This design comes from an exercise in tuning for small area on the open sky130 flow, not from production work. In this exercise RTL edits were held to simulation tests only and were not proved equivalent to the original. No activity file was given, so power comes from the tool's default toggle rates.

## pft
module pft (
    input  wire       clk,
    input  wire       rst,           
    input  wire       bus_sel,
    input  wire       bus_we,
    input  wire [8:0] bus_addr,
    input  wire [7:0] bus_wdata,
    output reg  [7:0] bus_rdata,
    output wire       txd,
    input  wire       rxd,
    output wire       irq,
    output wire       ev_dispatch,
    output wire       ev_valid,
    output wire       ev_syncerr
);
Size in the first run: ~7300 cells after synthesis, ~35 I/O pins, about 100000 um2 of cells after synthesis.
export LEC_CHECK = 0
export CAP_MARGIN = 20
export CORE_MARGIN = 2
export CORE_UTILIZATION = 40
export SLEW_MARGIN = 20
create_clock -name core_clock -period 20.0 [get_ports {clk}]
standard.sh (not shown) runs the stock make flow with config.mk's settings and CLKGATE_MAP_FILE= SYNTH_SCRIPT=/design/flow/synth_recipe.tcl, a recipe that flattens the netlist after the stock synthesis.
==> flow/flow/run.sh <==
#!/bin/bash
# Layout flow: the standard flow (standard.sh), with two changes after the
# standard synthesis:
#   - clock tree: clkbuf_8 leaf buffers over clusters of at most 14 sinks,
#     clkbuf_16 for the rest of the tree, and no dummy loads
#   - the placement and timing repair do not use buf_4 (the platform's
#     don't-use list plus buf_4)
# Each step's full output goes to a log file in this folder.
set -euo pipefail
cd "$(dirname "$0")/.."

# the standard synthesis, unchanged
bash standard.sh synth > log_synth.txt 2>&1

export CTS_ARGS="-sink_clustering_enable -repair_clock_nets -sink_clustering_size 14 -sink_clustering_max_diameter 80 -buf_list sky130_fd_sc_hd__clkbuf_16 -sink_clustering_buffer sky130_fd_sc_hd__clkbuf_8 -dont_use_dummy_load"
DU="sky130_fd_sc_hd__probe_p_8 sky130_fd_sc_hd__probec_p_8 sky130_fd_sc_hd__lpflow_bleeder_1 sky130_fd_sc_hd__lpflow_clkbufkapwr_1 sky130_fd_sc_hd__lpflow_clkbufkapwr_16 sky130_fd_sc_hd__lpflow_clkbufkapwr_2 sky130_fd_sc_hd__lpflow_clkbufkapwr_4 sky130_fd_sc_hd__lpflow_clkbufkapwr_8 sky130_fd_sc_hd__lpflow_clkinvkapwr_1 sky130_fd_sc_hd__lpflow_clkinvkapwr_16 sky130_fd_sc_hd__lpflow_clkinvkapwr_2 sky130_fd_sc_hd__lpflow_clkinvkapwr_4 sky130_fd_sc_hd__lpflow_clkinvkapwr_8 sky130_fd_sc_hd__lpflow_decapkapwr_12 sky130_fd_sc_hd__lpflow_decapkapwr_3 sky130_fd_sc_hd__lpflow_decapkapwr_4 sky130_fd_sc_hd__lpflow_decapkapwr_6 sky130_fd_sc_hd__lpflow_decapkapwr_8 sky130_fd_sc_hd__lpflow_inputiso0n_1 sky130_fd_sc_hd__lpflow_inputiso0p_1 sky130_fd_sc_hd__lpflow_inputiso1n_1 sky130_fd_sc_hd__lpflow_inputiso1p_1 sky130_fd_sc_hd__lpflow_inputisolatch_1 sky130_fd_sc_hd__lpflow_isobufsrc_1 sky130_fd_sc_hd__lpflow_isobufsrc_16 sky130_fd_sc_hd__lpflow_isobufsrc_2 sky130_fd_sc_hd__lpflow_isobufsrc_4 sky130_fd_sc_hd__lpflow_isobufsrc_8 sky130_fd_sc_hd__lpflow_isobufsrckapwr_16 sky130_fd_sc_hd__lpflow_lsbuf_lh_hl_isowell_tap_1 sky130_fd_sc_hd__lpflow_lsbuf_lh_hl_isowell_tap_2 sky130_fd_sc_hd__lpflow_lsbuf_lh_hl_isowell_tap_4 sky130_fd_sc_hd__lpflow_lsbuf_lh_isowell_4 sky130_fd_sc_hd__lpflow_lsbuf_lh_isowell_tap_1 sky130_fd_sc_hd__lpflow_lsbuf_lh_isowell_tap_2 sky130_fd_sc_hd__lpflow_lsbuf_lh_isowell_tap_4 sky130_fd_sc_hd__buf_4"
bash standard.sh "DONT_USE_CELLS=$DU" finish > log_layout.txt 2>&1
Next try:
--- a/flow/design.v
+++ b/flow/design.v
@@ -207,37 +207,39 @@
     always @* for (i = 0; i < 63; i = i + 1)
         tp_en[i] = rst | (bus_wr & (bus_addr == 9'h040 + i));
     always @(posedge clk)
         for (i = 0; i < 63; i = i + 1)
             if (tp_en[i]) txpayload[8*i +: 8] <= tp_d;
     wire enc_req  = (cmd_txstart | cmd_enconly) & ~tx_busy;
     wire enc_ok   = enc_req & ~txlen[6];
     wire enc_fail = enc_req &  txlen[6];
     wire tx_begin = cmd_txstart & ~tx_busy & ~txlen[6];
     reg  [54:0] tp_bs_r;
     wire [55:0] tp_bs = {1'b0, tp_bs_r};
+    wire        tp_wr  = bus_wr & (bus_addr[8:6] == 3'b001) & (bus_addr[5:0] != 6'd63);
+    wire [2:0]  tp_blkb = bus_addr[5:3];
     wire [2:0]  enc_q = txlen[5:3];
     wire [2:0]  enc_r = txlen[2:0];
     reg  [7:0]  enc_mq;
     reg  [6:0]  enc_mr;
-    wire [55:0] enc_pb = tp_blk8[55:0];   
+    wire [55:0] enc_pb = tp_wr ? {tp_blk8[55:16], ~rd_tp, bus_wdata} : tp_blk8[55:0];
     always @* begin
-        for (i = 0; i < 8; i = i + 1) enc_mq[i] = (i < enc_q);
-        for (i = 0; i < 7; i = i + 1) enc_mr[i] = (i < enc_r);
+        for (i = 0; i < 8; i = i + 1)
+            enc_mq[i] = tp_wr ? (i == tp_blkb) : (i < enc_q);
+        for (i = 0; i < 7; i = i + 1)
+            enc_mr[i] = tp_wr ? (i < 2) : (i < enc_r);
     end
     wire [9:0] enc_cs;
     pft_cstree u_cs (.pb(enc_pb), .mr(enc_mr), .bs(tp_bs), .mq(enc_mq),
-                     .h({txcmd, txlen[5:0]}), .cs(enc_cs));
-    wire        tp_wr  = bus_wr & (bus_addr[8:6] == 3'b001) & (bus_addr[5:0] != 6'd63);
-    wire [2:0]  tp_blkb = bus_addr[5:3];
-    wire [6:0]  bs_new = tp_bs[7*tp_blkb +: 7] + {3'd0, pop8(bus_wdata)} - {3'd0, pop8(rd_tp)};
+                     .h({txcmd, txlen[5:0]} & {10{~tp_wr}}), .cs(enc_cs));
+    wire [6:0]  bs_new = enc_cs[6:0] - 7'd8;
     always @(posedge clk)
         for (i = 0; i < 8; i = i + 1)
             if (rst | (tp_wr & (tp_blkb == i)))
                 if (i < 7) tp_bs_r[7*i +: 7] <= bs_new & {7{~rst}};
                 else       tp_bs_r[54:49]  <= bs_new[5:0] & {6{~rst}};
     always @(posedge clk)
         if (enc_ok) wpay <= txpayload;
     wire       tx_due = (tx_cnt == tx_p);
     reg [66:0] toh;
     always @* for (i = 0; i < 67; i = i + 1) toh[i] = (tx_idx == i);
     reg [7:0] tx_pl;
Effect: The changed run ran to the end with no violations; sequential power came out lower by 3.9%; fmax came out lower by 5.2%; global-route usage came out lower by 2.4 points; critical path depth came out higher by 2; final area came out lower by 0.30%; setup slack got worse by 0.97 ns; total power came out lower by 6.7%; synthesized area came out lower by 0.96%; utilization came out higher by 0.31 points.

========
== job 101 ==
Another version of the RTL of pft (not shown whole).
Size in the first run: ~7,600 cells after synthesis, roughly 35 I/O pins.
export LEC_CHECK = 0
export CAP_MARGIN = 20
export CORE_MARGIN = 2
export CORE_UTILIZATION = 40
export SLEW_MARGIN = 20
create_clock -name core_clock -period 20.0 [get_ports {clk}]
Scripts as last shown in full above: flow/flow/run.sh
Setup changes, job 101 to job 102
diff --git a/flow/design.v b/flow/design.v
--- a/flow/design.v
+++ b/flow/design.v
@@ -61,25 +61,26 @@
     reg         tx_par;
     reg  [23:0] tx_p;
     reg  [23:0] tx_cnt;              
     reg         txd_r;
     reg         tx_done;
     reg  [1:0]  sync;
     reg  [2:0]  rx_st;
     reg  [3:0]  rx_bit;              
     reg  [7:0]  rx_byte;
-    reg  [7:0]  rx_prev;
     reg         rx_par;
     reg  [9:0]  rx_acc;
     reg         rx_pbit;
-    reg  [23:0] rx_p;
     reg  [31:0] rx_cnt;              
-    reg  [31:0] rx_q;
+    reg  [31:0] rx_pq;
+    wire [23:0] rx_p    = rx_pq[23:0];
+    wire [7:0]  rx_prev = rx_pq[31:24];
+    wire [31:0] rx_q    = rx_pq;
     reg         ev_dispatch_r;
     reg         ev_valid_r;
     reg         ev_syncerr_r;
     assign txd         = txd_r;
     assign ev_dispatch = ev_dispatch_r;
     assign ev_valid    = ev_valid_r;
     assign ev_syncerr  = ev_syncerr_r;
     wire tx_busy       = (tx_ph != TX_IDLE);
     wire rx_recovering = (rx_st == RX_RECOVERY);
@@ -383,32 +384,32 @@
             ev_valid_r    <= 1'b0;
             ev_syncerr_r  <= 1'b0;
             rx_cnt <= rx_cnt + 32'd1;
             if (!rx_en_w) begin
                 rx_st <= RX_IDLE;
             end else begin
                 case (rx_st)
                     RX_IDLE: begin
                         if (!line) begin
-                            rx_p   <= p_eff;
+                            rx_pq[23:0] <= p_eff;
                             rx_cnt <= 32'd1;
                             rx_bit <= 4'hF;
                             wcnt   <= 7'd0;
                             rx_par <= 1'b0;
                             rx_acc <= 10'd0;
                             rx_st  <= RX_BITS;
                         end
                     end
                     RX_GAP: begin
                         if (!line) begin
                             rx_cnt  <= 32'd1;
                             rx_bit  <= 4'hF;
-                            rx_prev <= rx_byte;
+                            rx_pq[31:24] <= rx_byte;
                             rx_st   <= RX_BITS;
                         end
                     end
                     RX_BITS: begin
                         if (rx_due) begin
                             rx_cnt <= 32'd1;
                             rx_bit <= rx_bit + 4'd1;
                             if (!rx_bit[3]) rx_byte <= {line, rx_byte[7:1]};
                             if (rx_bit == 4'd7) rx_st <= RX_STOP1;
@@ -453,19 +454,19 @@
                             rx_valid      <= rx_match;
                             ev_dispatch_r <= 1'b1;
                             ev_valid_r    <= rx_match;
                             if (rx_match) begin
                                 rx_st <= RX_IDLE;
                             end else begin
                                 errflags[6] <= 1'b1;
                                 rx_st  <= RX_RECOVERY;
                                 rx_cnt <= 32'd1;
-                                rx_q   <= quiet_w;
+                                rx_pq  <= quiet_w;
                             end
                         end
                     end
                     RX_RECOVERY: begin
                         if (!line)
                             rx_cnt <= 32'd1;
                         else if (q_done)
                             rx_st <= RX_IDLE;
                     end
@@ -474,19 +475,19 @@
                 if (rx_err) begin
                     if (rx_e_timeout) errflags[3] <= 1'b1;
                     if (rx_e_stop1 | rx_e_stop2) errflags[1] <= 1'b1;
                     if (rx_e_length) errflags[2] <= 1'b1;
                     if (rx_e_final)  errflags[5] <= 1'b1;
                     if (rx_e_parity) errflags[4] <= 1'b1;
                     ev_syncerr_r <= 1'b1;
                     rx_st  <= RX_RECOVERY;
                     rx_cnt <= 32'd1;
-                    rx_q   <= quiet_w;
+                    rx_pq  <= quiet_w;
                 end
             end
             sync <= {sync[0], rxd};
         end
     end
 endmodule
 module pft_cstree(input [55:0] pb, input [6:0] mr, input [55:0] bs, input [7:0] mq,
                   input [9:0] h, output [9:0] cs);
     wire t1 = bs[0] & mq[0];
- Delta (job 102 minus job 101): global routing usage on met1 now sits lower; cell count after placement now sits lower; post-placement worst setup slack now sits lower; share of the synthesized netlist area taken by xor and xnor gates now sits at about the same level; relative area of clock buffers and inverters in the final design now sits at about the same level.
- Looking at wire length across both flows, job 102 is the stronger of the two, with job 101 trailing.
- Comparing job 101 and job 102, the higher sequential share of layout area is on job 102.
- Delta (job 102 minus job 101): utilization of the core after routing held; count of plain and timing-repair buffers in the layout now smaller; hold slack increased by 0.0051 ns relative to the old numbers; design area fell by 0.0024 mm²; total power now sits lower.

afterwards: timing with drivers on the ports:
How much do the figures lean on ideal ports? The routed layouts below were timed once more, with nothing changed but the port constraints.
Step 1: set_driving_cell puts a clkbuf_16 on clk and a buf_2 on each other input, an assumption about the parent block.
Step 2, shift: input delay + t, output delay - t, t = (earliest + latest rising clock arrival at the registers) / 2. This alone moves slack from input paths to output paths.
Slacks: ideal ports / drivers / drivers and shift; pairs: ideal ports / drivers.
run	t (ns)	setup slack, ns	latest minus earliest clock arrival (ns)	pins driven straight from the clock port
the first run of note 1	0.970	2.349 / 2.410 / 1.440	0.145 / 0.145	1
the second run of note 1	0.958	1.379 / 1.450 / 0.492	0.144 / 0.145	1
job 101	0.986	5.044 / 5.044 / 5.044	0.100 / 0.101	1
job 102	0.948	4.792 / 4.792 / 4.792	0.148 / 0.147	1
After both steps every run listed still meets setup and hold. The setup slack of the first run of note 1, which loses most, moves by +0.061 ns with the drivers and by -0.909 ns with both steps.
